Context: an optimization exercise on an open-source flow, tuned for small area, a short achievable clock period and few clock cycles. The choices shown serve that exercise and are no tape-out recipe. At most, simulation tests tie the RTL to the original design; equivalence was not proved. For runs 6 to 8, only the layout was checked, not whether the RTL still works. Power figures rest on the tool's default switching activity, not on a simulated workload.

--- flow/flow/run.sh ---
#!/bin/bash
# The standard layout, with plain buffers (not delay cells) on the ports and
# a clock tree without dummy balancing loads.
set -euo pipefail
bash standard.sh 'BUFFER_PORTS_ARGS=-buffer_cell sky130_fd_sc_hd__buf_2' \
  'CTS_ARGS=-sink_clustering_enable -repair_clock_nets -dont_use_dummy_load -buf_list sky130_fd_sc_hd__clkbuf_4 -root_buf sky130_fd_sc_hd__clkbuf_8' \
  finish > standard_flow.log 2>&1
--- flow/standard.sh ---
#!/bin/bash
# synth_recipe.tcl (not shown) runs the flow's synth.tcl, then flattens the netlist and writes it again
# the make line also repeats each setting of config.mk as NAME=value (left out here)
make -C /OpenROAD-flow-scripts/flow DESIGN_CONFIG=/design/flow/config.mk WORK_HOME=/design/flow/orfs CLKGATE_MAP_FILE= SYNTH_SCRIPT=/design/flow/synth_recipe.tcl "${@:-finish}"
--- flow/config.mk ---
export PLATFORM = sky130hd
export DESIGN_NAME = boo_encoder
export DESIGN_NICKNAME = boo_encoder
export VERILOG_FILES = /design/flow/design.v
export SDC_FILE = /design/flow/constraint.sdc
export NUM_CORES = 4
export LEC_CHECK = 0
export CAP_MARGIN = 20
export CORE_MARGIN = 2
export CORE_UTILIZATION = 60
export SETUP_SLACK_MARGIN = 2.8
export SLEW_MARGIN = 20
--- flow/constraint.sdc ---
create_clock -name core_clock -period 5.0 [get_ports {clk}]
set_input_delay 1.0000 -clock core_clock [delete_from_list [all_inputs] [get_ports {clk}]]
set_output_delay 1.0000 -clock core_clock [all_outputs]
set_load 0.01 [all_outputs]
--- flow/design.v ---
module boo_encoder (
  input  wire       clk,
  input  wire       rst,         
  input  wire       in_valid,
  output wire       in_ready,
  input  wire [7:0] in_data,
  input  wire       in_eof,
  input  wire       in_err,
  output wire       out_valid,
  input  wire       out_ready,
  output wire [7:0] out_data,
  input  wire       out_err,
  output wire [2:0] seq,
  output wire [1:0] err
);
  localparam [2:0] PH_HDR  = 3'b000,    
                   PH_HLF  = 3'b001,    
                   PH_DAT  = 3'b010,    
                   PH_TRL  = 3'b011,    
                   PH_DONE = 3'b110,
                   PH_ABR  = 3'b100,    
                   PH_ABW  = 3'b101;    
  localparam [7:0] CH_CR = 8'h0D, CH_LF = 8'h0A;
  reg  [2:0] ph;
  reg        p_lf, p_c3, p_z;   
  reg        ov;
  reg  [7:0] od;
  reg        g1, g2;            
  reg  [6:0] acc;               
  reg        n0, n1, n78;       
  reg  [5:0] col;               
  reg        w4, w2;            
  reg  [1:0] fill;              
  reg        hd_v, hd_e, hd_z;
  reg  [7:0] hd_b;
  reg        ir_v, ir_e, ir_z;
  reg  [7:0] ir_b;
  assign out_valid = ov;
  assign out_data  = od;
  assign seq = {ph[2] & ~ph[1], ph[2] & ph[1], ph[1]};
  assign err = {ph[2] & ~ph[1] & ph[0], ph[2] & ~ph[1] & ~ph[0]};
  assign in_ready = ~ir_v;
  wire slot     = ~ov | out_ready;
  wire out_fire = ov & out_ready;
  wire in_fire  = in_valid & in_ready;
  wire rd_fail  = in_fire & in_err;
  wire wr_fail  = out_fire & out_err;
  wire       src_v = hd_v;
  wire [7:0] sb    = hd_b;
  wire       kE    = hd_e;
  wire       kZ    = hd_z;                       
  wire       kN    = ~kE & ~kZ;
  wire hdr = (ph == PH_HDR);
  wire g0  = ~g1 & ~g2;
  reg  pnd;                                      
  wire nb  = ~n0 & ~n1;                          
  wire f0  = (fill == 2'd0);
  wire b0  = ~hdr & g0;
  wire sil = kZ & b0 & (p_c3 | n0 | (nb & ~n78));
  wire s_lit  = ~hdr & ~g0;                                 
  wire s_run  = kZ & b0 & n1 & ~w2;                         
  wire s_cut  = kZ & b0 & n78;                              
  wire s_c0   = kN & b0 & n0 & ~w4;                         
  wire s_zl   = ~kZ & b0 & n1 & ~w4;                        
  wire s_tn   = ~kZ & b0 & nb;                              
  wire s_pad  = kE & b0 & n0 & ~f0 & ~w2;                   
  wire s_trl  = kE & b0 & n0 & f0;                          
  wire s_wrap = b0 & ((kZ & n1 & w2) | (kN & (n0 | n1) & w4) |
                      (kE & ((n1 & w4) | (n0 & ~f0 & w2))));
  wire s_hb   = hdr & ~kE;
  wire s_he   = hdr & kE;
  wire do_pend = pnd & slot;
  wire do_sil  = src_v & sil & (~p_c3 | slot);
  wire do_step = src_v & ~sil & ~pnd & slot;
  wire fin_step = (s_lit & ~kE) | s_run | s_cut | s_c0 | s_trl | s_hb | s_he;
  wire done     = do_sil | (do_step & fin_step);
  wire take     = ~hd_v | done;            
  wire [7:0] in_b = in_eof ? 8'h00 : in_data;
  wire       in_z = ~in_eof & (in_data == 8'h00);
  function [3:0] TU(input [2:0] u);       
    TU = {1'b0, u + 3'd3};
  endfunction
  wire       c_cr = ~pnd & (s_he | s_wrap | s_trl);
  wire       c_c1 = ~pnd & s_lit & g1;
  wire       c_c2 = ~pnd & s_lit & g2;
  wire       c_c0 = ~pnd & s_c0;
  wire       c_tn = ~pnd & s_tn;
  wire       c_tl = ~pnd & (s_run | s_cut | s_pad);
  wire [3:0] vl = ({4{p_lf}} & 4'hA) |
                  ({4{c_cr}} & 4'hD) |
                  ({4{p_c3}} & acc[3:0]) |
                  ({4{c_c1}} & sb[7:4]) |
                  ({4{c_c2}} & {acc[1:0], sb[7:6]}) |
                  ({4{c_c0}} & sb[5:2]) |
                  ({4{c_tn}} & acc[3:0]) |
                  ({4{c_tl}} & 4'hE);
  wire [3:0] vu = ({4{p_c3}} & TU({1'b0, acc[5:4]})) |
                  ({4{c_c1}} & TU({1'b0, acc[1:0]})) |
                  ({4{c_c2}} & TU({1'b0, acc[3:2]})) |
                  ({4{c_c0}} & TU({1'b0, sb[7:6]})) |
                  ({4{c_tn}} & TU(acc[6:4])) |
                  ({4{c_tl}} & 4'h7) |
                  ({4{p_z | (~pnd & s_zl)}} & 4'h3);       
  wire [7:0] ch = (~pnd & s_hb) ? sb : {vu, vl};
  wire op_load = do_step & (s_lit | s_c0);
  wire op_inc  = (do_sil & ~p_c3) | (do_step & s_run);
  wire op_set1 = (do_sil & p_c3) | (do_step & s_cut);
  wire op_set0 = (do_pend & p_c3) | (do_step & (s_zl | s_tn));
  wire col_clr  = do_step & s_wrap;
  wire col_inc1 = do_step & (s_run | s_pad);
  wire col_inc2 = do_step & (s_c0 | s_zl);
  reg  [2:0] ph_n;
  always @* begin
    ph_n = ph;
    if (do_step & s_trl) ph_n = PH_TRL;
    if (do_step & s_he)  ph_n = PH_HLF;
    if (out_fire && !pnd) begin
      if (ph == PH_HLF && ph_n == PH_HLF) ph_n = PH_DAT;
      if (ph == PH_TRL) ph_n = PH_DONE;
    end
  end
  always @(posedge clk) begin
    if (rst) begin
      ph <= PH_HDR;
      ov <= 1'b0;
    end else if (wr_fail) begin
      ph <= PH_ABW;
      ov <= 1'b0;
    end else if (rd_fail) begin
      ph <= PH_ABR;
      ov <= 1'b0;
    end else if (ph[2]) begin
      ov <= 1'b0;                       
    end else begin
      ph <= ph_n;
      if (ph_n == PH_DONE) ov <= 1'b0;
      else if (slot) ov <= do_pend | do_step;
    end
  end
  always @(posedge clk) begin
    if (rst) begin
      p_lf   <= 1'b0;
      p_c3   <= 1'b0;
      p_z    <= 1'b0;
      pnd    <= 1'b0;
      g1     <= 1'b0;
      g2     <= 1'b0;
      acc    <= 7'd0;
      n0     <= 1'b1;
      n1     <= 1'b0;
      n78    <= 1'b0;
      col    <= 6'd0;
      w4     <= 1'b0;
      w2     <= 1'b0;
      fill   <= 2'd0;
      hd_v   <= 1'b0;
      ir_v   <= 1'b0;
    end else begin
      if (do_pend) begin
        p_lf <= 1'b0;
        p_c3 <= 1'b0;
        p_z  <= 1'b0;
        pnd  <= 1'b0;
      end
      if (do_step & ((s_lit & g2) | s_wrap | s_trl | s_he | s_pad))
        pnd <= 1'b1;
      if (do_step) begin
        if (s_lit & g2) p_c3 <= 1'b1;
        if (s_wrap | s_trl | s_he) p_lf <= 1'b1;
        if (s_pad) p_z <= 1'b1;
        if (s_lit) begin
          g1 <= g0;                     
          g2 <= g1;
        end
        if (s_c0 | s_zl) g1 <= 1'b1;
        if (s_lit & kE) fill <= g1 ? 2'd2 : (f0 ? 2'd1 : fill);
        if (s_pad) fill <= fill - 2'd1;
      end
      if (op_load) begin
        acc <= {1'b0, sb[5:0]};
      end else if (op_inc) begin
        acc <= acc + 7'd1;
        n0  <= 1'b0;
        n1  <= n0;
        n78 <= (acc == 7'd77);
      end else if (op_set1) begin
        acc <= 7'd1;
        n0  <= 1'b0;
        n1  <= 1'b1;
        n78 <= 1'b0;
      end else if (op_set0) begin
        acc <= 7'd0;
        n0  <= 1'b1;
        n1  <= 1'b0;
        n78 <= 1'b0;
      end
      if (col_clr) begin
        col <= 6'd0;
        w4  <= 1'b0;
        w2  <= 1'b0;
      end else if (col_inc1) begin
        col <= col + 6'd1;
        w4  <= (col >= 6'd34);
        w2  <= w4;
      end else if (col_inc2) begin
        col <= col + 6'd2;
        w4  <= (col >= 6'd33);
        w2  <= (col >= 6'd34);
      end
      if (take) hd_v <= ir_v | (in_fire & ~in_err);
      ir_v <= (ir_v & ~take) | (in_fire & ~in_err & ~(take & ~ir_v));
    end
  end
  always @(posedge clk) begin
    if (slot) od <= ch;
    if (take) begin
      hd_b <= ir_v ? ir_b : in_b;
      hd_e <= ir_v ? ir_e : in_eof;
      hd_z <= ir_v ? ir_z : in_z;
    end
    if (in_ready) begin
      ir_b <= in_b;
      ir_e <= in_eof;
      ir_z <= in_z;
    end
  end
endmodule
==> results_dict.tcl, run 1 <==
set metrics [dict create \
    cts-buffers-inserted 9 \
    synth_top_area_share_pct 23.85 \
    drt-total-wl_um 8189 \
    antenna_found_initial 0 \
    num_rows 27 \
    core-area_um2 5608 \
    finalClockSkew_ns 0.02293 \
    antennaDiodeCount 0 \
    die-height_um 80.66 \
    final_cell_mix "37 x nor2_1, 34 x nand2_1, 34 x dfxtp_1" \
    place_hpwl_um 5830 \
    syn2layout_area_growth_pct 12.88 \
    synth_cells 371 \
    placed_area_um2 3671 \
    grt_pass1_wl_um 13770 \
    final_common_cell "nor2_1" \
    yosysTopAreaCell "dfxtp_1" \
    wl_per_cell_um 17.13 \
    period_minus_slack_ns 2.171 \
    clk_path_buf_depth 2 \
    synth-edff-count 18 \
    syn_nets 401 \
    routed-via-count 3011 \
    worst_pin_slew_ns 0.6044 \
    io_buffer_count 29 \
    drtIter0Drc 206 \
    start_util_pct 62.87 \
    grt_overflow 0 \
    clk_latency_ns 0.34 \
    ir_worst_vdd_uv 231.5 \
    clkTransAtPathRegs_ns 0.06 \
    die_area_um2 6506 \
    worstPathCellList "and2b_2 -> and2_4 -> buf_6" \
    synth_seq_cells 60 \
    tns_ns 0 \
    dpl.cell_count 455 \
    io_pins 30 \
    place_congestion 0.8812 \
    nets 438 \
    cp_data_arrival_time_ns 1.17 \
    hold_viol_final 0 \
    synth.avg_cell_area_um2 9.504 \
    drt_pass1_iterations 5 \
    finalInstanceArea_um2 3980 \
    nFillCells 464 \
    synth_ff_type "dfxtp_1" \
    syn_area_um2 3526 \
    post-route-drc-count 0 \
    synth_cell_types 83 \
    clock_sink_count 60 \
    relSlewSlack_pct 59.33 \
    drive_gt1_share_pct 25.86 \
    crit_required_ns 4.00 \
    timing.hold.worst.class "register to register" \
    rsz0062_at_grt "true" \
    cts_tree "built" \
    grt_max_degree 27 \
    htreeDepth 3 \
    status "no timing/DRC/antenna violations" \
    clockRootBuffer "clkbuf_8" \
    p_leak_nw 1.466 \
    crit_fanout 4 \
    track_usage_pct 27.59 \
    drv_slew 0 \
    fin_cells 478 \
    critPathLaunchType "register" \
    via_per_inst 6.299 \
    critPathSlowestCell "dfxtp_4" \
    setup_viol 0 \
    slowest_delay_ns 0.34 \
    grt_pass1_vias 2917 \
    cts_hold_buffers 0 \
    worstSetupEndpointType "primary output" \
    cap_violations 0 \
    power_density_nw_per_um2 237.5 \
    ant_nets 0 \
    dieWidth_um 80.66 \
    final.period_utilization_pct 43.41 \
    final_util_pct 70.97 \
    synth-seq-area-share_pct 39.18 \
    synthArstFlopShare_pct 0 \
    holdWs_ns 0.4700 \
    ys.warnings.count 1 \
    maxClockFrequency_mhz 460.7 \
    crit_type "register to primary output" \
    synth_area_leaders "dfxtp_1 24%, edfxtp_1 15%, ha_1 5.3%, nor2_1 3.9%, nand2_1 3.6%" \
]
## path summary, 6_finish.rpt
check	from	end	slack, ns	cells past startpoint
max	ph[1]	err[0]	2.83	3
min	ir_b[6]	ir_b[6]	0.47	2
max reg2reg	fill[0]	od[4]	2.90	8
min reg2reg	ir_b[6]	ir_b[6]	0.47	2
## routing by layer
layer,global-route usage [%],vias up,wire [um]
met5,0,-,0
met4,11.19,0,181
met3,5.393,20,562
met2,44.00,120,3747
met1,36.67,1417,3697
li1,-,1454,-
## final cells by class
| type | instances | area (um^2) | share of cell area (%) |
|---|---|---|---|
| well taps | 72 | 90.09 | 2.263 |
| flip-flops and latches | 60 | 1396 | 35.08 |
| multi-input cells | 272 | 2019 | 50.74 |
| inverters | 22 | 87.58 | 2.201 |
| repair buffers | 43 | 262.8 | 6.602 |
| clock buffers | 9 | 123.9 | 3.112 |
## cell usage after synthesis, drive strengths merged, types with 8 or more instances
cell    count
clkbuf      8
edfxtp     18
nor2       40
nand2      34
a21oi      17
ha         15
and2        8
nor3        8
o21ai      18
buf         9
dfxtp      42
inv        22
nand3      10
## power breakdown
part	internal, W	switching [W]	total [W]
Combinational	0.0000402	0.0000526	0.0000928
Sequential	0.000520	0.0000110	0.000531
Clock	0.000159	0.000162	0.000321
Total	0.000720	0.000226	0.000945
## critical path: cells and delay by family, from the launching register on
| family | cells | cell delay, ns |
|---|---|---|
| buffers and inverters | 1 | 0.11 |
| flip-flops | 1 | 0.34 |
| AND/OR/NAND/NOR | 2 | 0.39 |
## timing repair
| item | 4_1_cts | 5_1_grt |
|---|---|---|
| hold endpoints to repair | 0 | 0 |
| endpoints found under the setup margin | 20 | 27 |
| buffers inserted | 4 | 10 |
| resized for setup | 8 | 16 |
| pin swaps | 1 | 3 |
## flip-flops by register name, summed over array words and instances (netlist names), 2 cells and up
name,flops
hd_b,8
ir_b,8
od,8
acc,7
col,6
ph,3
fill,2
## kinds of logic (layout without fill, tap and decap cells)
kind of cell    Yosys count  count (layout)  share of synthesized area, %
fa+ha+maj                15              15                         5.323
mux                       6               6                         1.739
simple gates            141             141                         24.24
flops                    60              60                         39.18
xor+xnor                  7               7                         1.739
buf+inv                  39              74                         5.039
compound gates          103             103                         22.75
## stage by stage
stage	setup slack [ns]	total power, W
3_3_place_gp	2.443	0.0006226
4_1_cts	2.793	0.0009411
2_1_floorplan	2.721	0.0005950
3_5_place_dp	2.397	0.0006242
5_1_grt	2.777	0.0009811
6_report	2.829	0.0009452
Testbench counts, summed over its fixed seeds: cycles 37,727.
==> run 2, diff against run 1 <==
==> flow/flow/run.sh (replaced) <==
#!/bin/bash
# The standard layout, with plain buffers (not delay cells) on the ports and
# a clock tree of a few strong buffers without dummy balancing loads.
set -euo pipefail
bash standard.sh 'BUFFER_PORTS_ARGS=-buffer_cell sky130_fd_sc_hd__buf_2' \
  'CTS_ARGS=-repair_clock_nets -dont_use_dummy_load -buf_list sky130_fd_sc_hd__clkbuf_8' \
  finish > standard_flow.log 2>&1
==> run 2 against run 1 <==
- largest cell class unchanged
- worst hold slack unchanged
- largest power group unchanged
- clock-buffer cell count is the same
- final cell count unchanged
==> results_dict.tcl, run 2 <==
set metrics [dict create \
    crit_required_ns 4.00 \
    die_area_um2 6506 \
    io_buffer_count 29 \
    dpl.cell_count 455 \
    place_congestion 0.8812 \
    synth_compound_area_share_pct 22.75 \
    hold_viol_final 0 \
    drtIter0Drc 206 \
    grt_pass1_wl_um 13770 \
    maxClockFrequency_mhz 460.7 \
    clk_path_buf_depth 2 \
    track_usage_pct 27.59 \
    synth-seq-area-share_pct 39.18 \
    final_common_cell "nor2_1" \
    post-route-drc-count 0 \
    regToRegStartpoint "fill[0]" \
    clkTransAtPathRegs_ns 0.06 \
    drt-total-wl_um 8189 \
    ir_worst_vdd_uv 231.5 \
    synth_top_area_share_pct 23.85 \
    crit_type "register to primary output" \
    grt_max_degree 27 \
    place_ws_ns 2.397 \
    worstSetupEndpointType "primary output" \
    final.period_utilization_pct 43.41 \
    synth_top_family_by_area "simple AND/OR/NAND/NOR gates" \
    ff2ff_setup_slack_ns 2.90 \
    io_pins 30 \
    synth_cells 371 \
    cp_data_arrival_time_ns 1.17 \
    p_leak_nw 1.466 \
    reg.largest.list "hd_b (8), ir_b (8), od (8)" \
    fin_cells 478 \
    clock_sink_count 60 \
    ant_nets 0 \
    yosysMostFrequentCell "dfxtp_1" \
    r2r_cells 8 \
    relSlewSlack_pct 59.33 \
    core-area_um2 5608 \
    via_per_inst 6.299 \
    status "no timing/DRC/antenna violations" \
    drv_slew 0 \
    synthArstFlopShare_pct 0 \
    drt_pass1_iterations 5 \
    cap_violations 0 \
    rsz0062_at_grt "true" \
    worst_pin_slew_ns 0.6044 \
    postLayoutSetupSlackWorst_ns 2.829 \
    finalClockSkew_ns 0.02293 \
    start_util_pct 62.87 \
    wl_per_cell_um 17.13 \
    cts-buffers-inserted 9 \
    synth.area.mux_share_pct 1.739 \
    yosysTopAreaCell "dfxtp_1" \
    ys_top_cells_by_count "42 x dfxtp_1, 37 x nor2_1, 34 x nand2_1" \
    syn2layout_area_growth_pct 12.88 \
    synth_cell_types 83 \
    routed-via-count 3011 \
    antenna_found_initial 0 \
    period_minus_slack_ns 2.171 \
    clk_latency_ns 0.34 \
    placed_area_um2 3671 \
    synth_ff_type "dfxtp_1" \
    final_cell_mix "37 x nor2_1, 34 x nand2_1, 34 x dfxtp_1" \
    timing.hold.worst.class "register to register" \
    ys.warnings.count 1 \
    synth-simple-area-share_pct 24.24 \
    cts_tree "built" \
    syn_nets 401 \
    critPathLaunchType "register" \
    synth_adder_area_share_pct 5.323 \
    dieWidth_um 80.66 \
    synth.avg_cell_area_um2 9.504 \
    tns_ns 0 \
    syn_area_um2 3526 \
    num_rows 27 \
    grt_overflow 0 \
    clockRootBuffer "clkbuf_8" \
    synth_area_leaders "dfxtp_1 24%, edfxtp_1 15%, ha_1 5.3%, nor2_1 3.9%, nand2_1 3.6%" \
    rr_endpoint "od[4]" \
    crit_path_start "ph[1]" \
    synth-edff-count 18 \
    place_hpwl_um 5830 \
    synth-xor-area-share_pct 1.739 \
    crit_fanout 4 \
    power_density_nw_per_um2 237.5 \
    grt_pass1_vias 2917 \
    antennaDiodeCount 0 \
    die-height_um 80.66 \
    drive_gt1_share_pct 25.86 \
    htreeDepth 3 \
    setup_viol 0 \
    critPathCapture "err[0]" \
    synth_seq_cells 60 \
    finalInstanceArea_um2 3980 \
    nets 438 \
]
run 2: cell counts in the layout (fill, tap and decap cells not counted):
No cell type changed its count.
run 2: kinds of logic (layout without fill, tap and decap cells):
logic type,after synthesis,after routing
and+or+nand+nor,141,141
AOI/OAI and AO/OA,103,103
DFF,60,60
buffers and inverters,39,74
adders and majority gates,15,15
xor gates and xnor gates,7,7
muxes,6,6
run 2: cell type report:
cell class | instances | area (um^2)
repair buffers | 43 | 262.8
multi-input cells | 272 | 2019
inverters | 22 | 87.58
flip-flops and latches | 60 | 1396
fillers | 464 | 1628
well taps | 72 | 90.09
clock buffers | 9 | 123.9
run 2: worst max-delay path: stages (launching register included):
cell and delay (ns):
dfxtp_4 0.34, and2b_2 0.23, and2_4 0.16, buf_6 0.11
run 2: layer usage:
metal	track usage [%]	vias to the layer above	share of wire (%)
met5	0	-	0
met4	11.19	0	2.2
met3	5.393	20	6.9
met2	44.00	120	46
met1	36.67	1417	45
li1	-	1454	-
run 2: worst min path at each step:
stage / from / to / slack, ns / cells after the start
finish: ir_b[6] / ir_b[6] / 0.47 / 2
detailed placement: ir_b[6] / ir_b[6] / 0.47 / 2
CTS: ir_b[6] / ir_b[6] / 0.48 / 2
global route: ir_b[0] / ir_b[0] / 0.50 / 1
floorplan: ir_b[6] / ir_b[6] / 0.43 / 2
global placement: ir_b[6] / ir_b[6] / 0.46 / 2
run 2: stage by stage:
step | power [W] | util [%] | hold WS [ns]
2_1_floorplan | 0.0005950 | - | 0.4266
3_3_place_gp | 0.0006226 | 65.46 | 0.4569
3_5_place_dp | 0.0006242 | 65.46 | 0.4658
4_1_cts | 0.0009411 | 68.61 | 0.4798
5_1_grt | 0.0009811 | 70.97 | 0.5041
6_report | 0.0009452 | 70.97 | 0.4700
run 2: power by group:
group	internal, W	switching, W	leakage [nW]
clock network	0.000159	0.000162	0.0647
logic	0.0000402	0.0000526	0.852
registers	0.000520	0.0000110	0.550
total	0.000720	0.000226	1.47
run 2: what timing repair did:
action / 4_1_cts / 5_1_grt
buffers inserted: 4 / 10
pin swaps: 1 / 3
endpoints found under the setup margin: 20 / 27
resized for setup: 8 / 16
hold buffers: 0 / 0
==> run 3, diff against run 2 <==
--- a/flow/flow/run.sh
+++ b/flow/flow/run.sh
@@ -5,3 +5,3 @@
 bash standard.sh 'BUFFER_PORTS_ARGS=-buffer_cell sky130_fd_sc_hd__buf_2' \
-  'CTS_ARGS=-repair_clock_nets -dont_use_dummy_load -buf_list sky130_fd_sc_hd__clkbuf_8' \
+  'CTS_ARGS=-sink_clustering_enable -repair_clock_nets -dont_use_dummy_load -buf_list sky130_fd_sc_hd__clkbuf_16 -root_buf sky130_fd_sc_hd__clkbuf_16 -sink_clustering_size 30 -sink_clustering_max_diameter 300' \
   finish > standard_flow.log 2>&1
==> run 3 against run 2 <==
- non-clock buffer count up 3
- register-to-register slack got worse by 0.03 ns
- sequential power about the same
- total power up 19%
- combinational power about the same
- utilization rose by 1.9 points
- critical path depth unchanged
- clock skew down 0.0055 ns
==> results_dict.tcl, run 3 <==
set metrics [dict create \
    clk_path_buf_depth 2 \
    yosysTopAreaCell "dfxtp_1" \
    power_density_nw_per_um2 274.6 \
    synth.avg_cell_area_um2 9.504 \
    place_ws_ns 2.397 \
    yosysMostFrequentCell "dfxtp_1" \
    cts_tree "built" \
    clk_latency_ns 0.33 \
    syn_nets 401 \
    status "no timing/DRC/antenna violations" \
    relSlewSlack_pct 59.84 \
    final.period_utilization_pct 43.08 \
    drive_gt1_share_pct 25.92 \
    cp_data_arrival_time_ns 1.15 \
    synthArstFlopShare_pct 0 \
    grt_pass1_wl_um 13900 \
    finalClockSkew_ns 0.01743 \
    dieWidth_um 80.66 \
    cts_hold_buffers 0 \
    reg.largest.list "hd_b (8), ir_b (8), od (8)" \
    antenna_found_initial 0 \
    cap_violations 0 \
    die_area_um2 6506 \
    hold_viol_final 0 \
    postLayoutSetupSlackWorst_ns 2.846 \
    via_per_inst 6.432 \
    worstPathCellList "and2b_2 -> and2_1 -> buf_2" \
    htreeDepth 3 \
    tns_ns 0 \
    drt_pass1_iterations 5 \
    drv_slew 0 \
    ys_top_cells_by_count "42 x dfxtp_1, 37 x nor2_1, 34 x nand2_1" \
    period_minus_slack_ns 2.154 \
    holdWs_ns 0.4699 \
    synth_seq_cells 60 \
    maxClockFrequency_mhz 464.2 \
    routed-via-count 3094 \
    clock_sink_count 60 \
    clkTransAtPathRegs_ns 0.05 \
    antennaDiodeCount 0 \
    grt_pass1_vias 2952 \
    crit_required_ns 4.00 \
    place_hpwl_um 5830 \
    critPathLaunchType "register" \
    die-height_um 80.66 \
    synth_ff_type "dfxtp_1" \
    critPathSlowestCell "dfxtp_4" \
    synth_area_leaders "dfxtp_1 24%, edfxtp_1 15%, ha_1 5.3%, nor2_1 3.9%, nand2_1 3.6%" \
    core-area_um2 5608 \
    synth_cell_types 83 \
    num_rows 27 \
    synth_top_area_share_pct 23.85 \
    drt-total-wl_um 8400 \
    synth-edff-count 18 \
    crit_fanout 4 \
    track_usage_pct 27.79 \
    finalInstanceArea_um2 4088 \
    worstSetupEndpointType "primary output" \
    nets 441 \
    ys.warnings.count 1 \
    worst_pin_slew_ns 0.5970 \
    ir_worst_vdd_uv 260.2 \
    p_leak_nw 1.519 \
    io_pins 30 \
    ant_nets 0 \
    syn_area_um2 3526 \
    setup_viol 0 \
    cts-buffers-inserted 9 \
    crit_type "register to primary output" \
    drtIter0Drc 245 \
    clockRootBuffer "clkbuf_16" \
    timing.hold.worst.class "register to register" \
    post-route-drc-count 0 \
    final_common_cell "nor2_1" \
    wl_per_cell_um 17.46 \
    synth_cells 371 \
    rsz0062_at_grt "true" \
    synth-seq-area-share_pct 39.18 \
    grt_max_degree 27 \
    grt_overflow 0 \
    slowest_delay_ns 0.33 \
    syn2layout_area_growth_pct 15.93 \
    io_buffer_count 29 \
    place_congestion 0.8812 \
    placed_area_um2 3671 \
    final_cell_mix "37 x nor2_1, 35 x dfxtp_1, 34 x nand2_1" \
    start_util_pct 62.87 \
]
## run 3: cell counts after synthesis
Identical to the previous run, type by type.
## run 3: report_power, final
group / switching [W] / total [W] / internal (W)
Sequential: 0.0000112 / 0.000532 / 0.000521
Combinational: 0.0000528 / 0.0000929 / 0.0000401
Clock: 0.000184 / 0.000497 / 0.000313
## run 3: per-stage QoR
stage	instances	total power, W	utilization, %
floorplan	371	0.0005950	-
global placement	455	0.0006226	65.46
detailed placement	455	0.0006242	65.46
CTS	469	0.001118	70.64
global route	481	0.001155	72.89
finish	481	0.001122	72.89
## run 3: final timing paths
path	slack, ns	cells after the start	startpoint	end
max	2.85	3	ph[1]	err[0]
min	0.47	2	ir_b[6]	ir_b[6]
max reg2reg	2.87	8	fill[0]	od[4]
min reg2reg	0.47	2	ir_b[6]	ir_b[6]
## run 3: cells by family after synthesis
logic type / share of synthesized area, %
AO/OA/AOI/OAI: 22.75
flip-flops: 39.18
adder cells (fa/ha/maj): 5.323
buffers and inverters: 5.039
XOR/XNOR: 1.739
multiplexers: 1.739
AND/OR/NAND/NOR: 24.24
## run 3: routing by layer
metal	global-route usage, %	vias up	part of all wire, %
met5	0	-	0
met3	5.281	28	7.5
li1	-	1462	-
met1	36.69	1461	44
met4	11.69	0	2.4
met2	44.50	143	47
## run 3: layout make-up
cell class / instances / area, um^2
sequential: 60 / 1395
inverter: 22 / 87.58
fill: 452 / 1520
timing repair buffer: 46 / 272.8
tap: 72 / 90.09
clock buffer: 9 / 225.2
multi-input combinational: 272 / 2017
## run 3: worst max-delay path: cells and delay by family, from the launching register on
family	cells	cell delay (ns)
buffers and inverters	1	0.13
and+or+nand+nor	2	0.37
DFF	1	0.33
## run 3: repair_timing
action,4_1_cts,5_1_grt
buffers inserted,5,12
setup endpoints to repair,22,27
pin swaps,1,3
resized for setup,9,12
==> run 4, diff against run 3 <==
==> flow/flow/run.sh (replaced) <==
#!/bin/bash
# The standard layout, with plain buffers (not delay cells) on the ports and
# a clock tree of a few strong buffers without dummy balancing loads.
set -euo pipefail
bash standard.sh 'BUFFER_PORTS_ARGS=-buffer_cell sky130_fd_sc_hd__buf_2' \
  'CTS_ARGS=-sink_clustering_enable -repair_clock_nets -dont_use_dummy_load -buf_list sky130_fd_sc_hd__clkbuf_16 -root_buf sky130_fd_sc_hd__clkbuf_16 -sink_clustering_size 20 -sink_clustering_max_diameter 300 -sink_buffer_max_cap_derate 0.001' \
  finish > standard_flow.log 2>&1
==> run 4 against run 3 <==
- register-to-register slack is essentially flat
- combinational power hardly changed
- final cell count did not move
- sequential power about the same
- critical endpoint unchanged
==> results_dict.tcl, run 4 <==
set metrics [dict create \
    status "no timing/DRC/antenna violations" \
    antennaDiodeCount 0 \
    grt_max_degree 27 \
    hold_viol_final 0 \
    synth.avg_cell_area_um2 9.504 \
    routed-via-count 3094 \
    cp_data_arrival_time_ns 1.15 \
    core-area_um2 5608 \
    synth_seq_cells 60 \
    final_util_pct 72.89 \
    dieWidth_um 80.66 \
    synth_ff_type "dfxtp_1" \
    synth_cells 371 \
    nFillCells 452 \
    dpl.cell_count 455 \
    critPathLaunchType "register" \
    clk_path_buf_depth 2 \
    drv_slew 0 \
    cts_hold_buffers 0 \
    htreeDepth 3 \
    grt_pass1_vias 2952 \
    post-route-drc-count 0 \
    yosysMostFrequentCell "dfxtp_1" \
    drive_gt1_share_pct 25.92 \
    syn_nets 401 \
    via_per_inst 6.432 \
    io_buffer_count 29 \
    crit_required_ns 4.00 \
    power_w 0.001122 \
    die-height_um 80.66 \
    cts-buffers-inserted 9 \
    drt-total-wl_um 8400 \
    worstSetupEndpointType "primary output" \
    clock_sink_count 60 \
    synth-edff-count 18 \
    cts_tree "built" \
    crit_type "register to primary output" \
    clockRootBuffer "clkbuf_16" \
    track_usage_pct 27.79 \
    nets 441 \
    yosysTopAreaCell "dfxtp_1" \
    die_area_um2 6506 \
    ys.warnings.count 1 \
    synthArstFlopShare_pct 0 \
    setup_viol 0 \
    timing.hold.worst.class "register to register" \
    place_congestion 0.8812 \
    antenna_found_initial 0 \
    cap_violations 0 \
    crit_fanout 4 \
    rsz0062_at_grt "true" \
    synth_cell_types 83 \
    clk_latency_ns 0.33 \
    final.period_utilization_pct 43.08 \
    period_minus_slack_ns 2.154 \
    drt_pass1_iterations 5 \
    reg.largest.list "hd_b (8), ir_b (8), od (8)" \
    worst_pin_slew_ns 0.5970 \
    tns_ns 0 \
    maxClockFrequency_mhz 464.2 \
    relSlewSlack_pct 59.84 \
    clkTransAtPathRegs_ns 0.05 \
    drtIter0Drc 245 \
    synth-seq-area-share_pct 39.18 \
    power_density_nw_per_um2 274.6 \
    final_cell_mix "37 x nor2_1, 35 x dfxtp_1, 34 x nand2_1" \
    p_leak_nw 1.519 \
    syn_area_um2 3526 \
    final_common_cell "nor2_1" \
    num_rows 27 \
    fin_cells 481 \
    start_util_pct 62.87 \
    synth_area_leaders "dfxtp_1 24%, edfxtp_1 15%, ha_1 5.3%, nor2_1 3.9%, nand2_1 3.6%" \
    wl_per_cell_um 17.46 \
    finalClockSkew_ns 0.01743 \
    synth_top_area_share_pct 23.85 \
    io_pins 30 \
    ant_nets 0 \
    grt_pass1_wl_um 13900 \
    grt_overflow 0 \
    ir_worst_vdd_uv 260.2 \
    syn2layout_area_growth_pct 15.93 \
    place_hpwl_um 5830 \
    ys_top_cells_by_count "42 x dfxtp_1, 37 x nor2_1, 34 x nand2_1" \
]
-- run 4: cell counts after synthesis --
Identical to the previous run, type by type.
-- run 4: cells by family after synthesis --
| family | Yosys count | synth area share (%) |
|---|---|---|
| flops | 60 | 39.18 |
| buf+inv | 39 | 5.039 |
| mux | 6 | 1.739 |
| compound gates | 103 | 22.75 |
| fa+ha+maj | 15 | 5.323 |
| xor+xnor | 7 | 1.739 |
| simple gates | 141 | 24.24 |
-- run 4: layout make-up --
cell class	count	area, um^2	share of cell area [%]
clock buffer	9	225.2	5.510
inverter	22	87.58	2.143
multi-input combinational	272	2017	49.34
sequential	60	1395	34.13
tap	72	90.09	2.204
timing repair buffer	46	272.8	6.673
-- run 4: routing by layer --
| layer | GRT usage, % | share of wire [%] | vias to the layer above | wire length (um) |
|---|---|---|---|---|
| met1 | 36.69 | 44 | 1461 | 3657 |
| met4 | 11.69 | 2.4 | 0 | 205 |
| li1 | - | - | 1462 | - |
| met3 | 5.281 | 7.5 | 28 | 631 |
| met2 | 44.50 | 47 | 143 | 3906 |
| met5 | 0 | 0 | - | 0 |
-- run 4: final timing paths --
check,startpoint,endpoint,slack (ns),cells after the start
worst max register to register,fill[0],od[4],2.87,8
worst min-delay path,ir_b[6],ir_b[6],0.47,2
worst min register to register,ir_b[6],ir_b[6],0.47,2
worst max-delay path,ph[1],err[0],2.85,3
-- run 4: critical path: stages, from the launching register on --
cell	delay, ns
dfxtp_4	0.33
and2b_2	0.22
and2_1	0.15
buf_2	0.13
-- run 4: through the flow --
stage          hold slack [ns]  cell area (um^2)  setup slack, ns
2_1_floorplan           0.4266              3531            2.721
3_3_place_gp            0.4569              3671            2.443
3_5_place_dp            0.4658              3671            2.397
4_1_cts                 0.4768              3961            2.776
5_1_grt                 0.5003              4088            2.778
6_report                0.4699              4088            2.846
-- run 4: timing repair --
item / CTS / global route
pin swaps: 1 / 3
resized for setup: 9 / 12
setup buffers: 5 / 12
endpoints found under the setup margin: 22 / 27
-- run 4: power breakdown --
part           switching [W]  internal [W]
clock               0.000184      0.000313
sequential         0.0000112      0.000521
combinational      0.0000528     0.0000401
total               0.000248      0.000874
==> run 5, diff against run 4 <==
==> flow/flow/run.sh (replaced) <==
#!/bin/bash
# The standard layout, with plain buffers (not delay cells) on the ports, a
# clock tree without dummy balancing loads, and non-critical gates sized
# back down after timing repair.
set -euo pipefail
bash standard.sh 'BUFFER_PORTS_ARGS=-buffer_cell sky130_fd_sc_hd__buf_2' \
  'CTS_ARGS=-sink_clustering_enable -repair_clock_nets -dont_use_dummy_load' \
  'RECOVER_POWER=100' \
  finish > standard_flow.log 2>&1
==> run 5 against run 4 <==
- critical path depth increased by 5
- highest routed layer unchanged
- synthesized cell count unchanged
- worst setup slack got worse by 0.94 ns
- worst hold slack about the same
- die area unchanged
- clock-buffer cell count unchanged
- cell area decreased by 6.1%
- routed wire length decreased by 1.6%
- sequential cell count unchanged
- critical endpoint is now acc[6]
- register-to-register slack got worse by 0.59 ns
- clock power decreased by 35%
- sequential share of layout area increased by 2.0 points
- largest power group unchanged
==> results_dict.tcl, run 5 <==
set metrics [dict create \
    power_w 0.0009418 \
    rsz0062_at_grt "true" \
    crit_required_ns 5.25 \
    num_rows 27 \
    maxClockFrequency_mhz 323.5 \
    htreeDepth 3 \
    io_pins 30 \
    antenna_found_initial 0 \
    crit_fanout 16 \
    synth.area.mux_share_pct 1.739 \
    clock_sink_count 60 \
    final.period_utilization_pct 61.82 \
    finalInstanceArea_um2 3840 \
    grt_pass1_vias 2917 \
    synth-seq-area-share_pct 39.18 \
    yosysTopAreaCell "dfxtp_1" \
    syn2layout_area_growth_pct 8.907 \
    synth_adder_area_share_pct 5.323 \
    p_leak_nw 1.391 \
    post-route-drc-count 0 \
    reg.largest.list "hd_b (8), ir_b (8), od (8)" \
    place_hpwl_um 5830 \
    fin_cells 478 \
    synth_seq_cells 60 \
    wl_per_cell_um 17.29 \
    synthArstFlopShare_pct 0 \
    start_util_pct 62.87 \
    clockRootBuffer "clkbuf_8" \
    drt_pass1_iterations 5 \
    synth_top_area_share_pct 23.85 \
    synth_cells 371 \
    synth-simple-area-share_pct 24.24 \
    ir_worst_vdd_uv 232.0 \
    drt-total-wl_um 8266 \
    antennaDiodeCount 0 \
    synth-edff-count 18 \
    setup_viol 0 \
    cts_hold_buffers 0 \
    nets 438 \
    clkTransAtPathRegs_ns 0.06 \
    drv_slew 0 \
    whs_path_depth 2 \
    synth_ff_type "dfxtp_1" \
    dieWidth_um 80.66 \
    ys.warnings.count 1 \
    worst_pin_slew_ns 0.7859 \
    period_minus_slack_ns 3.091 \
    cp_data_arrival_time_ns 3.34 \
    cap_violations 0 \
    synth_cell_types 83 \
    drtIter0Drc 222 \
    routed-via-count 3046 \
    critPathLaunchType "input pin" \
    die_area_um2 6506 \
    syn_nets 401 \
    grt_max_degree 27 \
    drive_gt1_share_pct 17.00 \
    cts-buffers-inserted 9 \
    synth.avg_cell_area_um2 9.504 \
    tns_ns 0 \
    synth_area_leaders "dfxtp_1 24%, edfxtp_1 15%, ha_1 5.3%, nor2_1 3.9%, nand2_1 3.6%" \
    ant_nets 0 \
    final_cell_mix "37 x nor2_1, 37 x dfxtp_1, 34 x nand2_1" \
    relSlewSlack_pct 46.87 \
    hold_viol_final 0 \
    worstSetupEndpointType "register" \
    dpl.cell_count 455 \
    timing.hold.worst.class "register to register" \
    yosysMostFrequentCell "dfxtp_1" \
    power_density_nw_per_um2 245.3 \
    status "no timing/DRC/antenna violations" \
    place_ws_ns 2.397 \
    crit_type "input pin to register" \
    cts_tree "built" \
    synth-xor-area-share_pct 1.739 \
    synth_top_family_by_area "simple AND/OR/NAND/NOR gates" \
    finalClockSkew_ns 0.02233 \
    placed_area_um2 3671 \
    place_congestion 0.8812 \
    clk_latency_ns 0.34 \
    io_buffer_count 29 \
    postLayoutSetupSlackWorst_ns 1.909 \
    r2r_cells 7 \
    grt_pass1_wl_um 13770 \
    core-area_um2 5608 \
    die-height_um 80.66 \
    clk_path_buf_depth 2 \
    syn_area_um2 3526 \
    grt_overflow 0 \
    via_per_inst 6.372 \
    synth_compound_area_share_pct 22.75 \
    ys_top_cells_by_count "42 x dfxtp_1, 37 x nor2_1, 34 x nand2_1" \
    track_usage_pct 27.59 \
]
[run 5: cell counts after synthesis]
No cell type changed its count.
[run 5: layout make-up]
class / instances / area (um^2)
well taps: 72 / 90.09
multi-input cells: 272 / 1916
flip-flops and latches: 60 / 1388
repair buffers: 43 / 239.0
clock buffers: 9 / 123.9
inverters: 22 / 83.83
fillers: 499 / 1768
[run 5: worst paths after layout]
kind         slack, ns       to      start
max               1.91   acc[6]  out_ready
min               0.47  ir_b[6]    ir_b[6]
max reg2reg       2.28   acc[6]         ov
min reg2reg       0.47  ir_b[6]    ir_b[6]
[run 5: per-stage QoR]
stage,hold WS (ns),utilization (%)
after global placement,0.4569,65.46
after global routing,0.5041,68.47
after CTS,0.4798,68.61
after floorplan,0.4266,-
after detailed placement,0.4658,65.46
final,0.4700,68.47
[run 5: repair_timing]
action                                  4_1_cts  5_1_grt
pin swaps                                     1        3
endpoints found under the setup margin       20       27
setup buffers                                 4       10
gates resized for setup                       8       16
[run 5: per-layer routing]
metal  up-vias  global-route usage, %  part of all wire [%]
met5         -                      0                     0
met4         0                  11.19                   2.4
met3        19                  5.393                   6.0
met2       114                  44.00                    46
met1      1461                  36.67                    46
li1       1452                      -                     -
[run 5: critical path, cell delays in order]
cell,delay (ns)
clkbuf_1,0.10
nor2b_1,0.27
clkinvlp_2,0.63
o2111ai_1,0.34
a31oi_1,0.24
nor3_4,0.39
clkinv_1,0.11
a311oi_1,0.26
[run 5: logic make-up after synthesis]
group	after synthesis
multiplexers	6
flip-flops	60
buffers and inverters	39
AO/OA/AOI/OAI	103
XOR/XNOR	7
adder cells (fa/ha/maj)	15
AND/OR/NAND/NOR	141
[run 5: report_power, final]
part,internal [W],switching [W]
Combinational,0.0000345,0.0000503
Sequential,0.000521,0.0000114
Clock,0.000160,0.000165
Total,0.000715,0.000227
==> run 6, diff against run 5 <==
--- a/flow/design.v
+++ b/flow/design.v
@@ -24,2 +24,4 @@
   reg  [2:0] ph;
+  reg        hdr;               
+  reg  [1:0] er;                
   reg        p_lf, p_c3, p_z;   
@@ -40,3 +42,3 @@
   assign seq = {ph[2] & ~ph[1], ph[2] & ph[1], ph[1]};
-  assign err = {ph[2] & ~ph[1] & ph[0], ph[2] & ~ph[1] & ~ph[0]};
+  assign err = er;
   assign in_ready = ~ir_v;
@@ -52,3 +54,2 @@
   wire       kN    = ~kE & ~kZ;
-  wire hdr = (ph == PH_HDR);
   wire g0  = ~g1 & ~g2;
@@ -123,10 +124,16 @@
     if (rst) begin
-      ph <= PH_HDR;
-      ov <= 1'b0;
+      ph  <= PH_HDR;
+      hdr <= 1'b1;
+      er  <= 2'd0;
+      ov  <= 1'b0;
     end else if (wr_fail) begin
-      ph <= PH_ABW;
-      ov <= 1'b0;
+      ph  <= PH_ABW;
+      hdr <= 1'b0;
+      er  <= 2'd2;
+      ov  <= 1'b0;
     end else if (rd_fail) begin
-      ph <= PH_ABR;
-      ov <= 1'b0;
+      ph  <= PH_ABR;
+      hdr <= 1'b0;
+      er  <= 2'd1;
+      ov  <= 1'b0;
     end else if (ph[2]) begin
@@ -135,2 +142,3 @@
       ph <= ph_n;
+      if (do_step & s_he) hdr <= 1'b0;
       if (ph_n == PH_DONE) ov <= 1'b0;
==> flow/flow/run.sh (replaced) <==
#!/bin/bash
# The standard layout, with plain buffers (not delay cells) on the ports and
# a clock tree of larger sink clusters without dummy balancing loads.
set -euo pipefail
bash standard.sh 'BUFFER_PORTS_ARGS=-buffer_cell sky130_fd_sc_hd__buf_2' \
  'CTS_ARGS=-sink_clustering_enable -repair_clock_nets -dont_use_dummy_load -sink_clustering_size 30 -sink_clustering_max_diameter 200' \
  finish > standard_flow.log 2>&1
==> run 6 against run 5 <==
- register-to-register slack gained 0.51 ns
- maximum frequency grew 40%
- final cell count grew 5.2%
- routed wire length grew 7.3%
- critical path depth shrank 3
- area after synthesis grew 4.2%
- sequential share of layout area shrank 1.6 points
- first-iteration DRC count grew 18%
- largest power group unchanged
==> results_dict.tcl, run 6 <==
set metrics [dict create \
    rr_endpoint "acc[2]" \
    critPathLaunchType "register" \
    antennaDiodeCount 0 \
    cap_violations 0 \
    ff2ff_setup_slack_ns 2.79 \
    cp_data_arrival_time_ns 2.40 \
    nets 460 \
    antenna_found_initial 0 \
    synth_ff_type "dfxtp_1" \
    whs_path_depth 2 \
    ys_top_cells_by_count "45 x dfxtp_1, 32 x nor2_1, 23 x inv_1" \
    tns_ns 0 \
    crit_required_ns 5.19 \
    syn_area_um2 3675 \
    period_minus_slack_ns 2.209 \
    place_congestion 0.8890 \
    finalClockSkew_ns 0.02463 \
    finalInstanceArea_um2 4213 \
    cts_tree "built" \
    clk_path_buf_depth 2 \
    synth_top_area_share_pct 24.51 \
    synth_area_leaders "dfxtp_1 25%, edfxtp_1 15%, ha_1 5.1%, nor2_1 3.3%, a21oi_1 2.7%" \
    cts-buffers-inserted 9 \
    synth-seq-area-share_pct 39.22 \
    synth_seq_cells 63 \
    io_pins 30 \
    relSlewSlack_pct 52.91 \
    timing.hold.worst.class "register to register" \
    htreeDepth 3 \
    grt_pass1_vias 2911 \
    routed-via-count 3324 \
    via_per_inst 6.608 \
    yosysTopAreaCell "dfxtp_1" \
    synth-edff-count 18 \
    final_util_pct 71.15 \
    worstPathCellList "nor4b_1 -> nand3_4 -> a21oi_4 -> nand3b_1 -> a311oi_2" \
    die_area_um2 6767 \
    post-route-drc-count 0 \
    grt_max_degree 39 \
    clk_latency_ns 0.35 \
    die-height_um 82.26 \
    nFillCells 467 \
    status "no timing/DRC/antenna violations" \
    maxClockFrequency_mhz 452.6 \
    clockRootBuffer "clkbuf_8" \
    synth.avg_cell_area_um2 9.187 \
    slowest_delay_ns 0.59 \
    yosysMostFrequentCell "dfxtp_1" \
    rsz0062_at_grt "true" \
    setup_viol 0 \
    start_util_pct 62.07 \
    final_common_cell "dfxtp_1" \
    hold_path_end "er[0]" \
    crit_fanout 14 \
    crit_family "simple AND/OR/NAND/NOR gates" \
    grt_pass1_wl_um 14170 \
    syn2layout_area_growth_pct 14.64 \
    power_density_nw_per_um2 239.8 \
    drt_pass1_iterations 7 \
    ir_worst_vdd_uv 164.8 \
    grt_overflow 0 \
    synth_cells 400 \
    clkTransAtPathRegs_ns 0.06 \
    worstSetupEndpointType "register" \
    drtIter0Drc 263 \
    placed_area_um2 3861 \
    cts_hold_buffers 0 \
    core-area_um2 5921 \
    clock_sink_count 63 \
    final_cell_mix "39 x dfxtp_1, 32 x nor2_1, 28 x buf_2" \
    crit_type "register to register" \
    drt-total-wl_um 8872 \
    place_hpwl_um 6103 \
    hold_viol_final 0 \
    wl_per_cell_um 17.64 \
    io_buffer_count 29 \
    p_leak_nw 1.531 \
    worst_pin_slew_ns 0.7064 \
    dieWidth_um 82.26 \
    min-delay-start "er[0]" \
    track_usage_pct 27.64 \
    syn_nets 430 \
    ys.warnings.count 1 \
    final.period_utilization_pct 44.19 \
    r2r_cells 5 \
    drv_slew 0 \
    regToRegStartpoint "p_c3" \
    ant_nets 0 \
    synthArstFlopShare_pct 0 \
    synth_cell_types 74 \
    drive_gt1_share_pct 22.90 \
    critPathSlowestCell "nor4b_1" \
    reg.largest.list "hd_b (8), ir_b (8), od (8)" \
    num_rows 28 \
    cp_num_buf_inv 0 \
]
-- run 6: cell types whose count changed after synthesis, sizes merged, moves of 4 or more --
| cell | previous run | this run |
|---|---|---|
| a2111oi | 0 | 4 |
| a211oi | 6 | 12 |
| a222oi | 6 | 2 |
| a31o | 0 | 4 |
| clkbuf | 8 | 12 |
| nand2 | 34 | 20 |
| nand2b | 3 | 14 |
| nand4 | 3 | 8 |
| nor2 | 40 | 32 |
| nor3b | 2 | 8 |
| o21ai | 18 | 10 |
| o22ai | 1 | 7 |
-- run 6: tightest hold or removal path: stages, from the launching register on --
cell     delay [ns]
dfxtp_1        0.30
inv_1          0.05
a21oi_1        0.05
-- run 6: worst max-delay path by stage --
stage,startpoint,endpoint,slack (ns),depth (start not counted)
after floorplan,out_ready,acc[2],2.64,9
after global routing,p_c3,acc[2],2.71,5
after detailed placement,out_ready,acc[2],1.79,7
after CTS,n1,acc[2],2.80,5
after global placement,out_ready,acc[2],1.87,7
final,p_c3,acc[2],2.79,5
-- run 6: kinds of logic (layout without fill, tap and decap cells) --
logic type / Yosys count / in the layout / share of synthesized area [%]
and+or+nand+nor: 143 / 143 / 21.89
AOI/OAI and AO/OA: 124 / 124 / 25.95
DFF: 63 / 63 / 39.22
buffers and inverters: 45 / 73 / 5.175
adders and majority gates: 15 / 15 / 5.107
xor gates and xnor gates: 5 / 5 / 1.192
muxes: 5 / 5 / 1.464
-- run 6: report_power, final --
group / total, W / switching, W / internal, W / leakage, nW
logic: 0.000118 / 0.0000674 / 0.0000503 / 0.894
clock network: 0.000324 / 0.000165 / 0.000159 / 0.0647
registers: 0.000568 / 0.0000186 / 0.000550 / 0.572
-- run 6: cell type report --
type                            count  area [um^2]  area share (%)
Timing Repair Buffer               41        266.5           6.326
Tap cell                           75        93.84           2.228
Multi-Input combinational cell    292         2183           51.83
Clock buffer                        9        123.9           2.940
Inverter                           23        88.84           2.109
Sequential cell                    63         1456           34.57
-- run 6: metal layers --
metal / wire (um) / part of all wire (%) / vias to the layer above / track usage (%)
met5: 0 / 0 / - / 0
met1: 3988 / 45 / 1562 / 37.93
met3: 687 / 7.7 / 22 / 6.087
met4: 148 / 1.7 / 0 / 11.67
li1: - / - / 1575 / -
met2: 4048 / 46 / 165 / 41.94
-- run 6: through the flow --
stage	std cells	setup WS [ns]	total power, W	hold slack, ns
detailed placement	482	1.794	0.0006838	0.4474
global placement	482	1.868	0.0006817	0.4303
floorplan	400	2.642	0.0006481	0.4266
finish	503	2.791	0.001010	0.4511
global route	503	2.710	0.001051	0.4753
CTS	500	2.797	0.001014	0.4545
-- run 6: timing repair --
item / 4_1_cts / 5_1_grt
buffers inserted: 9 / 3
endpoints found under the hold margin: 0 / 0
gates resized for setup: 14 / 19
setup endpoints to repair: 46 / 34
pin swaps: 3 / 6
==> run 7, diff against run 6 <==
--- a/flow/design.v
+++ b/flow/design.v
@@ -24,4 +24,2 @@
   reg  [2:0] ph;
-  reg        hdr;               
-  reg  [1:0] er;                
   reg        p_lf, p_c3, p_z;   
@@ -42,5 +40,8 @@
   assign seq = {ph[2] & ~ph[1], ph[2] & ph[1], ph[1]};
-  assign err = er;
+  assign err = {ph[2] & ~ph[1] & ph[0], ph[2] & ~ph[1] & ~ph[0]};
   assign in_ready = ~ir_v;
-  wire slot     = ~ov | out_ready;
+  reg        sk_v, sk_t, od_t;    
+  reg  [7:0] sk;
+  wire slot     = ~sk_v;
+  wire od_free  = ~ov | out_ready;
   wire out_fire = ov & out_ready;
@@ -54,2 +55,3 @@
   wire       kN    = ~kE & ~kZ;
+  wire hdr = (ph == PH_HDR);
   wire g0  = ~g1 & ~g2;
@@ -74,3 +76,5 @@
   wire do_sil  = src_v & sil & (~p_c3 | slot);
-  wire do_step = src_v & ~sil & ~pnd & slot;
+  wire do_step = src_v & ~sil & ~pnd & slot & (ph != PH_HLF);
+  wire emit    = do_pend | do_step;
+  wire tag     = p_lf & ph[0];             
   wire fin_step = (s_lit & ~kE) | s_run | s_cut | s_c0 | s_trl | s_hb | s_he;
@@ -117,3 +121,3 @@
     if (do_step & s_he)  ph_n = PH_HLF;
-    if (out_fire && !pnd) begin
+    if (out_fire && od_t) begin
       if (ph == PH_HLF && ph_n == PH_HLF) ph_n = PH_DAT;
@@ -124,16 +128,10 @@
     if (rst) begin
-      ph  <= PH_HDR;
-      hdr <= 1'b1;
-      er  <= 2'd0;
-      ov  <= 1'b0;
+      ph <= PH_HDR;
+      ov <= 1'b0;
     end else if (wr_fail) begin
-      ph  <= PH_ABW;
-      hdr <= 1'b0;
-      er  <= 2'd2;
-      ov  <= 1'b0;
+      ph <= PH_ABW;
+      ov <= 1'b0;
     end else if (rd_fail) begin
-      ph  <= PH_ABR;
-      hdr <= 1'b0;
-      er  <= 2'd1;
-      ov  <= 1'b0;
+      ph <= PH_ABR;
+      ov <= 1'b0;
     end else if (ph[2]) begin
@@ -142,5 +140,4 @@
       ph <= ph_n;
-      if (do_step & s_he) hdr <= 1'b0;
       if (ph_n == PH_DONE) ov <= 1'b0;
-      else if (slot) ov <= do_pend | do_step;
+      else if (od_free) ov <= sk_v | emit;
     end
@@ -165,3 +162,5 @@
       ir_v   <= 1'b0;
+      sk_v   <= 1'b0;
     end else begin
+      sk_v <= ~od_free & (sk_v | emit);
       if (do_pend) begin
@@ -222,3 +221,10 @@
   always @(posedge clk) begin
-    if (slot) od <= ch;
+    if (od_free) begin
+      od   <= sk_v ? sk : ch;
+      od_t <= sk_v ? sk_t : tag;
+    end
+    if (!sk_v) begin
+      sk   <= ch;
+      sk_t <= tag;
+    end
     if (take) begin
==> run 7 against run 6 <==
- still clean
- register-to-register slack better by 0.05 ns
- cell area up 4.5%
- die area up 2.4%
- global-route usage down 1.9 points
- utilization up 2.4 points
- highest routed layer unchanged
==> results_dict.tcl, run 7 <==
set metrics [dict create \
    synth.avg_cell_area_um2 8.946 \
    synth-edff-count 19 \
    final_cell_mix "43 x nand2_1, 42 x dfxtp_1, 40 x nor2_1" \
    nFillCells 454 \
    drive_gt1_share_pct 24.57 \
    hold_viol_final 0 \
    place_hpwl_um 6213 \
    syn_nets 451 \
    synth_top_area_share_pct 27.64 \
    postLayoutSetupSlackWorst_ns 2.831 \
    setup_viol 0 \
    crit_required_ns 4.00 \
    final_common_cell "nand2_1" \
    power.share.clock_pct 27.7 \
    drtIter0Drc 483 \
    power_density_nw_per_um2 280.1 \
    ant_nets 0 \
    yosysMostFrequentCell "dfxtp_1" \
    post-route-drc-count 0 \
    clockRootBuffer "clkbuf_8" \
    place_ws_ns 2.302 \
    timing.hold.worst.class "register to register" \
    p_leak_nw 1.677 \
    crit_type "register to primary output" \
    clk_path_buf_depth 2 \
    critPathLaunchType "register" \
    synth_ff_type "dfxtp_1" \
    maxClockFrequency_mhz 461.0 \
    ir_worst_vdd_uv 224.2 \
    relSlewSlack_pct 51.54 \
    place_congestion 0.9133 \
    grt_pass1_wl_um 14460 \
    ys.warnings.count 1 \
    track_usage_pct 25.70 \
    cts-buffers-inserted 9 \
    clkTransAtPathRegs_ns 0.06 \
    rsz0062_at_grt "true" \
    core-area_um2 5991 \
    grt_pass1_vias 3099 \
    num_rows 28 \
    synth-seq-area-share_pct 42.79 \
    pwr-share-seq_pct 55.2 \
    io_buffer_count 29 \
    syn2layout_area_growth_pct 16.94 \
    die_area_um2 6926 \
    clock_sink_count 71 \
    p_sw_w 0.0003330 \
    finalClockSkew_ns 0.02621 \
    cts_tree "built" \
    antennaDiodeCount 0 \
    wl_per_cell_um 17.24 \
    drv_slew 0 \
    drt_pass1_iterations 7 \
    routed-via-count 3381 \
    crit_fanout 8 \
    cap_violations 0 \
    grt_overflow 0 \
    htreeDepth 3 \
    io_pins 30 \
    synth_cells 421 \
    yosysTopAreaCell "dfxtp_1" \
    combPwrFrac_pct 17.1 \
    dieWidth_um 83.23 \
    via_per_inst 6.273 \
    slowest_delay_ns 0.41 \
    start_util_pct 62.87 \
    grt_max_degree 26 \
    critPathSlowestCell "dfxtp_4" \
    die-height_um 83.23 \
    cts_hold_buffers 0 \
    nets 496 \
    status "no timing/DRC/antenna violations" \
    syn_area_um2 3766 \
    drt-total-wl_um 9294 \
    final.period_utilization_pct 43.38 \
    period_minus_slack_ns 2.169 \
    p_int_w 0.0009006 \
    worst_pin_slew_ns 0.7192 \
    antenna_found_initial 0 \
    synthArstFlopShare_pct 0 \
    cp_data_arrival_time_ns 1.17 \
    tns_ns 0 \
    clk_latency_ns 0.35 \
    worstSetupEndpointType "primary output" \
    worstPathCellList "clkinvlp_4 -> nor3_2 -> buf_2" \
    switching_share_pct 27.00 \
    synth_seq_cells 71 \
    ys_top_cells_by_count "52 x dfxtp_1, 44 x nand2_1, 43 x nor2_1" \
    synth_cell_types 69 \
    synth_area_leaders "dfxtp_1 28%, edfxtp_1 15%, ha_1 5.0%, nand2_1 4.4%, nor2_1 4.3%" \
    holdWs_ns 0.4665 \
]
-- run 7: cell types whose count changed after synthesis, sizes merged, moves of 6 or more --
cell / change
nor2b: -6
nor3: +7
nor2: +11
nand2: +24
a211oi: -7
o21ai: +9
o31ai: +7
dfxtp: +7
nand2b: -10
nor3b: -6
nand3: +8
-- run 7: final timing paths --
kind	startpoint	endpoint	slack, ns	cells after the start
max	ph[2]	err[1]	2.83	3
min	sk[4]	sk[4]	0.47	2
max reg2reg	sk_v	col[4]	2.84	6
min reg2reg	sk[4]	sk[4]	0.47	2
-- run 7: layout make-up --
cell class | instances | area, um^2 | area share [%]
multi-input combinational | 306 | 2116 | 48.04
timing repair buffer | 56 | 345.3 | 7.841
sequential | 71 | 1639 | 37.22
clock buffer | 9 | 123.9 | 2.813
inverter | 22 | 86.33 | 1.960
tap | 75 | 93.84 | 2.131
-- run 7: critical path, delay by kind of cell (launching register included) --
kind	cells	cell delay [ns]
AND/OR/NAND/NOR	1	0.12
flip-flops	1	0.41
buffers and inverters	2	0.32
-- run 7: routing by layer --
metal / wire [um] / GRT usage [%] / vias up
met5: 0 / 0 / -
met4: 278 / 12.22 / 0
met3: 672 / 4.771 / 31
met2: 4260 / 38.27 / 166
met1: 4084 / 36.06 / 1558
li1: - / - / 1626
-- run 7: logic make-up (layout without fill, tap and decap cells) --
| family | Yosys count | in the layout | share of synthesized area, % |
|---|---|---|---|
| and+or+nand+nor | 165 | 165 | 21.86 |
| AOI/OAI and AO/OA | 115 | 115 | 22.39 |
| DFF | 71 | 71 | 42.79 |
| buffers and inverters | 44 | 87 | 5.282 |
| adders and majority gates | 15 | 15 | 4.983 |
| xor gates and xnor gates | 8 | 8 | 1.861 |
| muxes | 3 | 3 | 0.8306 |
-- run 7: metrics by stage --
stage	instances	total power, W	instance area (um^2)	util, %
after floorplan	421	0.0008065	3775	-
after global placement	503	0.0008600	3897	65.06
after detailed placement	503	0.0008636	3897	65.06
after CTS	521	0.001213	4172	69.63
after global routing	539	0.001289	4404	73.52
final	539	0.001234	4404	73.52
-- run 7: what timing repair did --
action,CTS,global route
gates resized for setup,26,26
pin swaps,5,9
endpoints found under the hold margin,0,0
endpoints found under the setup margin,44,28
setup buffers,9,18
-- run 7: power groups by stage --
| stage | clock (W) | sequential, W | combinational (W) |
|---|---|---|---|
| finish | 0.000341 | 0.000682 | 0.000211 |
| global route | 0.000374 | 0.000685 | 0.000230 |
| CTS | 0.000347 | 0.000683 | 0.000183 |
| detailed placement | 0 | 0.000696 | 0.000168 |
| global placement | 0 | 0.000695 | 0.000165 |
| floorplan | 0 | 0.000688 | 0.000119 |
==> run 8, diff against run 7 <==
--- a/flow/config.mk
+++ b/flow/config.mk
@@ -10,3 +10,3 @@
 export CORE_UTILIZATION = 60
-export SETUP_SLACK_MARGIN = 2.8
+export SETUP_SLACK_MARGIN = 3.0
 export SLEW_MARGIN = 20
==> run 8 against run 7 <==
- largest power group unchanged
- area after synthesis unchanged
- register-to-register slack better by 0.04 ns
- sequential power about the same
- routed wire length grew 11%
- critical path type is now register to register
- die area did not move
- synthesized cell count is the same
- final cell count up 3.0%
- critical path depth increased by 5
- clock-buffer cell count unchanged
==> results_dict.tcl, run 8 <==
set metrics [dict create \
    whs_path_depth 2 \
    rsz0062_at_grt "true" \
    antennaDiodeCount 0 \
    synth_top_area_share_pct 27.64 \
    hold_viol_final 0 \
    clk_path_buf_depth 2 \
    track_usage_pct 29.07 \
    crit_required_ns 5.25 \
    worstSetupEndpointType "register" \
    final.period_utilization_pct 42.47 \
    core-area_um2 5991 \
    relSlewSlack_pct 51.35 \
    ys_top_cells_by_count "52 x dfxtp_1, 44 x nand2_1, 43 x nor2_1" \
    worst_pin_slew_ns 0.7221 \
    die-height_um 83.23 \
    ir_worst_vdd_uv 197.5 \
    synth_area_leaders "dfxtp_1 28%, edfxtp_1 15%, ha_1 5.0%, nand2_1 4.4%, nor2_1 4.3%" \
    io_buffer_count 29 \
    htreeDepth 3 \
    maxClockFrequency_mhz 470.9 \
    status "no timing/DRC/antenna violations" \
    grt_max_degree 26 \
    postLayoutSetupSlackWorst_ns 2.877 \
    clock_sink_count 71 \
    yosysMostFrequentCell "dfxtp_1" \
    synth_cells 421 \
    power_density_nw_per_um2 268.9 \
    ys.warnings.count 1 \
    dieWidth_um 83.23 \
    clk_latency_ns 0.35 \
    syn_area_um2 3766 \
    fin_cells 555 \
    crit_fanout 4 \
    clockRootBuffer "clkbuf_8" \
    period_minus_slack_ns 2.123 \
    drt-total-wl_um 10350 \
    r2r_cells 8 \
    place_congestion 0.9175 \
    final_common_cell "nand2_1" \
    hold_path_end "sk[4]" \
    grt_pass1_wl_um 16210 \
    final_cell_mix "43 x nand2_1, 39 x dfxtp_1, 39 x buf_4" \
    finalInstanceArea_um2 4740 \
    synth_seq_cells 71 \
    synth_cell_types 69 \
    placed_area_um2 3974 \
    wl_per_cell_um 18.65 \
    syn_nets 451 \
    p_leak_nw 1.797 \
    antenna_found_initial 0 \
    num_rows 28 \
    place_hpwl_um 6545 \
    regToRegStartpoint "fill[0]" \
    min-delay-start "sk[4]" \
    place_ws_ns 2.418 \
    drtIter0Drc 399 \
    io_pins 30 \
    routed-via-count 3586 \
    drv_slew 0 \
    ff2ff_setup_slack_ns 2.88 \
    ant_nets 0 \
    cap_violations 0 \
    cp_data_arrival_time_ns 2.37 \
    timing.hold.worst.class "register to register" \
    synth_ff_type "dfxtp_1" \
    post-route-drc-count 0 \
    cts-buffers-inserted 9 \
    synth-seq-area-share_pct 42.79 \
    synth-edff-count 19 \
    drt_pass1_iterations 5 \
    tns_ns 0 \
    clkTransAtPathRegs_ns 0.06 \
    drive_gt1_share_pct 32.50 \
    cts_hold_buffers 0 \
    grt_pass1_vias 3335 \
    grt_overflow 0 \
    synthArstFlopShare_pct 0 \
    crit_type "register to register" \
    setup_viol 0 \
    start_util_pct 62.87 \
    syn2layout_area_growth_pct 25.85 \
    die_area_um2 6926 \
    finalClockSkew_ns 0.03025 \
    cts_tree "built" \
    nets 512 \
    rr_endpoint "col[4]" \
    via_per_inst 6.461 \
    yosysTopAreaCell "dfxtp_1" \
    power_w 0.001274 \
    nFillCells 397 \
    synth.avg_cell_area_um2 8.946 \
    critPathLaunchType "register" \
    dpl.cell_count 503 \
]
-- run 8: worst max-delay path: stages (launching register included) --
cell and delay [ns]:
dfxtp_2 0.35, inv_2 0.06, ha_4 0.16, nand4bb_4 0.21, a2111oi_4 0.42, and3_1 0.25
nand3_2 0.09, a2111o_1 0.42, o31ai_1 0.07
-- run 8: worst max path at each step --
stage | from | end | cells past startpoint
final | fill[0] | col[4] | 8
after global routing | fill[0] | col[4] | 8
after CTS | pnd | col[4] | 6
after detailed placement | ph[1] | n1 | 6
after global placement | sk_v | hd_b[2] | 4
after floorplan | ph[0] | hd_b[0] | 6
-- run 8: final cells by class --
| cell class | instances | area [um^2] | share of cell area, % |
|---|---|---|---|
| sequential | 71 | 1645 | 34.71 |
| timing repair buffer | 72 | 513.0 | 10.82 |
| inverter | 22 | 87.58 | 1.848 |
| tap | 75 | 93.84 | 1.980 |
| clock buffer | 9 | 123.9 | 2.614 |
| multi-input combinational | 306 | 2276 | 48.02 |
-- run 8: metal layers --
layer | up-vias | global-route usage, % | wire length (um)
li1 | 1666 | - | -
met1 | 1705 | 38.50 | 4386
met2 | 185 | 46.85 | 4896
met3 | 30 | 4.970 | 820
met4 | 0 | 12.67 | 250
met5 | - | 0 | 0
-- run 8: repair_timing --
| item | 4_1_cts | 5_1_grt |
|---|---|---|
| pin swaps | 19 | 17 |
| resized for setup | 53 | 28 |
| buffers inserted | 28 | 15 |
| endpoints found under the hold margin | 0 | 0 |
| endpoints found under the setup margin | 55 | 40 |
-- run 8: cells by family after synthesis --
family                   synth area share [%]
AO/OA/AOI/OAI                           22.39
buffers and inverters                   5.282
flip-flops                              42.79
XOR/XNOR                                1.861
AND/OR/NAND/NOR                         21.86
multiplexers                           0.8306
adder cells (fa/ha/maj)                 4.983
-- run 8: stage by stage --
step | hold slack [ns] | utilization [%]
finish | 0.4615 | 79.11
global placement | 0.4405 | 66.33
detailed placement | 0.4453 | 66.33
global route | 0.4969 | 79.11
CTS | 0.4532 | 75.31
floorplan | 0.4225 | -
-- run 8: power breakdown --
| group | internal, W | total (W) | switching, W |
|---|---|---|---|
| Clock | 0.000160 | 0.000341 | 0.000181 |
| Sequential | 0.000647 | 0.000682 | 0.0000353 |
| Combinational | 0.000116 | 0.000252 | 0.000136 |
| Total | 0.000922 | 0.00127 | 0.000352 |

-- static timing again, ports no longer ideal --
In the flow no input, the clock included, has a driving cell. The finished layouts below were timed again as built, in two steps.
Step 1, drivers: a clkbuf_16 drives clk and a buf_2 each remaining input, both assumed.
Step 2 adds t to the input delays and takes it off the output delays; t is the mean of the earliest and latest rising clock arrival at the registers after step 1. Input paths then give back, and output paths get back, about the clock's delay inside the block.
a / b / c = no drivers / after step 1 / after step 2; a / b = the first two.
| run | shift t [ns] | slack for setup (ns) | worst data-port slew with drivers (ns) |
|---|---|---|---|
| run 1 | 0.360 | 2.829 / 2.801 / 2.532 | 0.03 |
| run 2 | 0.360 | 2.829 / 2.801 / 2.532 | 0.03 |
| run 3 | 0.355 | 2.846 / 2.813 / 2.519 | 0.03 |
| run 4 | 0.355 | 2.846 / 2.813 / 2.519 | 0.03 |
| run 5 | 0.362 | 1.909 / 1.917 / 1.555 | 0.03 |
| run 6 | 0.364 | 2.791 / 2.790 / 2.501 | 0.03 |
| run 7 | 0.364 | 2.831 / 2.803 / 2.843 | 0.03 |
| run 8 | 0.366 | 2.877 / 2.872 / 2.708 | 0.04 |
After both steps setup and hold are still met in every run listed. The setup slack of run 5, which loses most, moves by +0.008 ns with the drivers and by -0.354 ns with both steps.
